This is an optimization exercise on Yosys and OpenROAD, whose aim is small area, a short achievable clock period and few clock cycles, not a production implementation.
At most, simulation tests tie the RTL to the original design; equivalence was not proved.
Power and IR drop assume default switching activity.

==> garnet <==
// deco8_decode
module deco8_decode (
    input  wire        clk,
    input  wire        rst,           
    input  wire        start,         
    input  wire        cartlen_ok,    
    output reg         cart_re,
    output reg  [14:0] cart_addr,
    input  wire [7:0]  cart_rdata,
    output reg         out_re,
    output reg  [17:0] out_raddr,
    input  wire [7:0]  out_rdata,
    output reg         out_we,
    output reg  [17:0] out_waddr,
    output reg  [7:0]  out_wdata,
    output reg         done,
    output reg  [15:0] status,
    output reg  [1:0]  version,
    output wire [31:0] magic,
    output wire [15:0] dlen,
    output wire [15:0] hdr6,
    output reg  [17:0] textlen,
    output reg         text_valid,
    output reg         empty
);
export LEC_CHECK = 0
export CAP_MARGIN = 20
export CORE_MARGIN = 2
export CORE_UTILIZATION = 60
export PLACE_DENSITY_LB_ADDON = 0.1
export SLEW_MARGIN = 20
create_clock -name core_clock -period 10.0 [get_ports {clk}]
standard.sh (not shown) runs the stock make flow with config.mk's settings and CLKGATE_MAP_FILE= SYNTH_SCRIPT=/design/flow/synth_recipe.tcl, a recipe that flattens the netlist after the stock synthesis.
==> flow/flow/run.sh <==
#!/bin/bash
# The standard layout (standard.sh: the standard synthesis, floorplan,
# placement, CTS and routing) with these changes:
#  - the port buffers are buf_2 cells rather than the default pick, a slow
#    clock-delay cell; every port still gets its buffer;
#  - repair_timing aims at a setup margin of 6.5 ns, so it sizes the logic for a
#    shorter period than the 10 ns clock asks for.
# The clock period and the SDC constraints are the standard flow's, unchanged.
set -euo pipefail
bash standard.sh "BUFFER_PORTS_ARGS=-buffer_cell sky130_fd_sc_hd__buf_2" \
    SETUP_SLACK_MARGIN=6.5  "CTS_ARGS=-sink_clustering_enable -repair_clock_nets -dont_use_dummy_load -sink_clustering_size 30 -sink_clustering_max_diameter 80" finish > standard_flow.log 2>&1
==> inputs of pepper, as changes to garnet <==
--- a/flow/design.v
+++ b/flow/design.v
@@ -58,13 +58,14 @@
     reg        u_bad;
     wire       u_lead2 = (out_wdata[7:5] == 3'b110) && (out_wdata[4:1] != 4'd0);   
     wire       u_lead3 = (out_wdata[7:4] == 4'b1110);                              
     wire       u_lead4 = (out_wdata[7:3] == 5'b11110) && (out_wdata[2:0] <= 3'd4);  
     wire       u_lo0   = (out_wdata[3:0] == 4'd0);
-    assign magic = hdr_o[63:32] & {32{text_valid}};
-    assign dlen  = hdr_o[31:16] & {16{text_valid}};
-    assign hdr6  = hdr_o[15:0]  & {16{text_valid}};
+    reg        tv_m, tv_d;
+    assign magic = hdr_o[63:32] & {32{tv_m}};
+    assign dlen  = hdr_o[31:16] & {16{tv_d}};
+    assign hdr6  = hdr_o[15:0]  & {16{tv_d}};
     wire v2 = f2;           
     wire [7:0] tab_r;
     assign tab_r[0] = (r_lit[5] & r_lit[4] & r_lit[2] & ~r_lit[1] & ~r_lit[0])
                      | (r_lit[5] & r_lit[4] & ~r_lit[3] & ~r_lit[2] & r_lit[1])
                      | (~r_lit[4] & r_lit[3] & ~r_lit[1] & ~r_lit[0])
@@ -323,10 +324,12 @@
             out_waddr <= 18'd0;
         else if (v2a_wr)
             out_waddr <= {10'd0, q0};
         else
             out_waddr <= out_waddr + {17'd0, out_we};
+        tv_m <= !rst && (tv_m || fin_ok);
+        tv_d <= !rst && (fin_ok || tv_d);
         if (st[TAIL] && fv[0]) hdr_o <= {hdr_o[55:0], q0};
         if (rs_start) begin
             u_need <= 2'd0;
             u_bad  <= 1'b0;
         end else if (out_we && !v2) begin
CORE_UTILIZATION = 55   (was 60)
PLACE_DENSITY_LB_ADDON = unset   (was 0.1)
==> inputs of indigo, as changes to garnet <==
--- a/flow/design.v
+++ b/flow/design.v
@@ -30,18 +30,19 @@
     localparam IDLE = 0, HDR = 1, CLASS = 2, V0 = 3, V1 = 4, CP = 5, V2H = 6,
                V2C = 7, V2A = 8, V2B = 9, DRAIN = 10, TAIL = 11, ERR = 12;
     localparam NS = 13;
     reg [NS-1:0] st;
     reg        start_r, ok_r;
+    reg [1:0]  ver;
     reg        f1, f2;      
     reg [15:0] rc;          
     reg        rz, rle0, r1;    
     reg        g1;          
     reg        g2;          
     reg [2:0]  hidx;        
     reg [3:0]  cnt;         
-    reg [17:0] olen_c;      
+    reg [18:0] olen_c;      
     reg        ecode;       
     reg        bb;          
     reg        mism;        
     reg [63:0] hdr_o;       
     reg        a_v;         
@@ -61,11 +62,11 @@
     wire       u_lead4 = (out_wdata[7:3] == 5'b11110) && (out_wdata[2:0] <= 3'd4);  
     wire       u_lo0   = (out_wdata[3:0] == 4'd0);
     assign magic = hdr_o[63:32] & {32{text_valid}};
     assign dlen  = hdr_o[31:16] & {16{text_valid}};
     assign hdr6  = hdr_o[15:0]  & {16{text_valid}};
-    wire v2 = f2;           
+    wire v2 = (ver == 2'd2);
     wire [7:0] tab_r;
     assign tab_r[0] = (r_lit[5] & r_lit[4] & r_lit[2] & ~r_lit[1] & ~r_lit[0])
                      | (r_lit[5] & r_lit[4] & ~r_lit[3] & ~r_lit[2] & r_lit[1])
                      | (~r_lit[4] & r_lit[3] & ~r_lit[1] & ~r_lit[0])
                      | (r_lit[5] & r_lit[3] & r_lit[2])
@@ -141,11 +142,11 @@
             2'd1: begin mb1 = MAGIC_V1[23:16]; mb2 = MAGIC_V2[23:16]; end
             2'd2: begin mb1 = MAGIC_V1[15:8];  mb2 = MAGIC_V2[15:8];  end
             default: begin mb1 = MAGIC_V1[7:0]; mb2 = MAGIC_V2[7:0]; end
         endcase
     end
-    wire [18:0] src_x    = {1'b0, olen_c} - {7'd0, q0, q1[7:4]};
+    wire [18:0] src_x    = olen_c - {7'd0, q0, q1[7:4]};
     wire        len_gt   = (q0 == 8'h3C && {1'b0, q1[3:0]} + 5'd2 > {1'b0, q1[7:4]}) ||
                            (q0 == 8'h3D && q1 == 8'h0F);
     wire        bref_bad = src_x[18] || len_gt;
     wire        stall2   = (q0 == 8'h3C) && (q1[7:4] == 4'd2) && r_v && d_v;
     wire act_v1  = st[V1] && !rle0;
@@ -262,10 +263,11 @@
         if (st[HDR] && fv[0] && !hidx[2]) begin
             f1 <= (f1 || hidx == 3'd0) && (q0 == mb1);
             f2 <= (f2 || hidx == 3'd0) && (q0 == mb2);
         end
         if (st[CLASS]) begin
+            ver <= f1 ? 2'd1 : f2 ? 2'd2 : 2'd0;
             g1  <= f1 ? (rc >= 16'd15608) : (rc != 16'd0);
             g2  <= (rc > 16'd15608);
         end
         if ((st[HDR] && hidx[2:1] == 2'b10 && fv[0]) || (st[V2H] && fv[0])) begin
             rc <= {rc[7:0], q0};
@@ -289,13 +291,13 @@
             rz   <= c1;
             rle0 <= rc[15] || c0 || c1;
             r1   <= c2;
         end
         if (st[CLASS])
-            olen_c <= 18'h3C0;
+            olen_c <= 19'h3C0;
         else if (emit)
-            olen_c <= olen_c + 18'd1;
+            olen_c <= olen_c + 19'd1;
         if (st[CP]) cnt <= cnt - 4'd1;
         else        cnt <= q1[3:0];
         if (trunc || trunc1) ecode <= 1'b0;
         else if (st[CP] && bb) ecode <= 1'b1;
         bb <= bref_bad && st[V1];
@@ -366,11 +368,11 @@
             out_we  <= d_v || v2a_wr;
             done    <= fin;
             if (fin) begin
                 status <= fin_status;
                 if (fin_ok) begin
-                    version    <= {f2, f1};
+                    version    <= ver;
                     textlen    <= out_waddr;
                     text_valid <= 1'b1;
                     empty      <= (out_waddr == 18'd0);
                 end
             end
CORE_UTILIZATION = 55   (was 60)
PLACE_DENSITY_LB_ADDON = unset   (was 0.1)
==> comparison <==
- Power: garnet > pepper > indigo.
- Non-clock buffer count: garnet is lower than indigo (3).
- In indigo the via count is smaller than in garnet, by about 0.5%.
- In clock power, pepper and garnet hardly differ.
- Design area, highest first: indigo, garnet, pepper.
- In garnet the die area is smaller than in indigo, by about 8%.
- garnet went through all stages and came out clean. pepper finished clean. indigo produced a clean layout.
- Clock skew, lowest first: garnet, pepper, indigo.
==> figures <==
Routed wire length per instance: indigo 18.5 µm; garnet 17.7 µm; pepper 18.2 µm
Post-synthesis share of cell area spent on full adders, half adders and majority gates: indigo 3.20%; garnet 3.19%; pepper 3.21%
Initial DRT Pass Iterations: indigo 7; garnet 5; pepper 6
Proportion of synthesized chip area in sequential cells: indigo 47.0%; garnet 46.3%; pepper 46.9%
Metal2 WL: indigo 17000 µm; garnet 16200 µm; pepper 16100 µm
Routability Congestion: indigo 0.894; garnet 0.895; pepper 0.880
# Taps: indigo 335; garnet 324; pepper 335
M2 GR Usage: indigo 41.1%; garnet 43.1%; pepper 39.4%
Vias in the first global route: indigo 11000; garnet 11000; pepper 11000
Outcome: indigo no timing/DRC/antenna violations; garnet no timing/DRC/antenna violations; pepper no timing/DRC/antenna violations
Endpoint of the worst setup timing path: indigo hdr6[10]; garnet dlen[8]; pepper hdr6[7]
Tcrit/Tclk final: indigo 33.8%; garnet 33.9%; pepper 33.5%
Portion of the layout cell area used by non-clock buffers: indigo 6.25%; garnet 6.12%; pepper 5.97%
Wire length of the first global-routing pass: indigo 59600 µm; garnet 57100 µm; pepper 59300 µm
Synthesized-area fraction occupied by and/or/nand/nor cells: indigo 20.4%; garnet 20.6%; pepper 20.5%
Testbench counts of pepper, summed over its fixed seeds: cycles 382,588.
Testbench counts of indigo, summed over its fixed seeds: cycles 382,588.
Function not checked in garnet: the RTL went through the layout flow alone.

afterwards: timing with drivers on the ports:
Ports are ideal in the flow. The routed layouts listed here were re-timed in OpenROAD. Step 1 assumes that a clkbuf_16 drives the clock port and a buf_2 every other input. Step 2 moves the port delays by t, midway between the first and last clock arrival at a register: inputs arrive t later, outputs are due t later. That takes back most of the time a late clock gives input paths. Three values: no drivers, after step 1, after step 2; two values: the first two.
run | shift t [ns] | slack for setup (ns) | hold WS [ns]
garnet | 0.534 | 6.605 / 6.555 / 6.187 | 0.375 / 0.375 / 0.375
pepper | 0.540 | 6.652 / 6.599 / 6.185 | 0.380 / 0.380 / 0.380
indigo | 0.547 | 6.624 / 6.571 / 6.195 | 0.392 / 0.392 / 0.392
After both steps setup and hold are still met in every run listed. The setup slack of pepper, which loses most, moves by -0.053 ns with the drivers and by -0.467 ns with both steps.
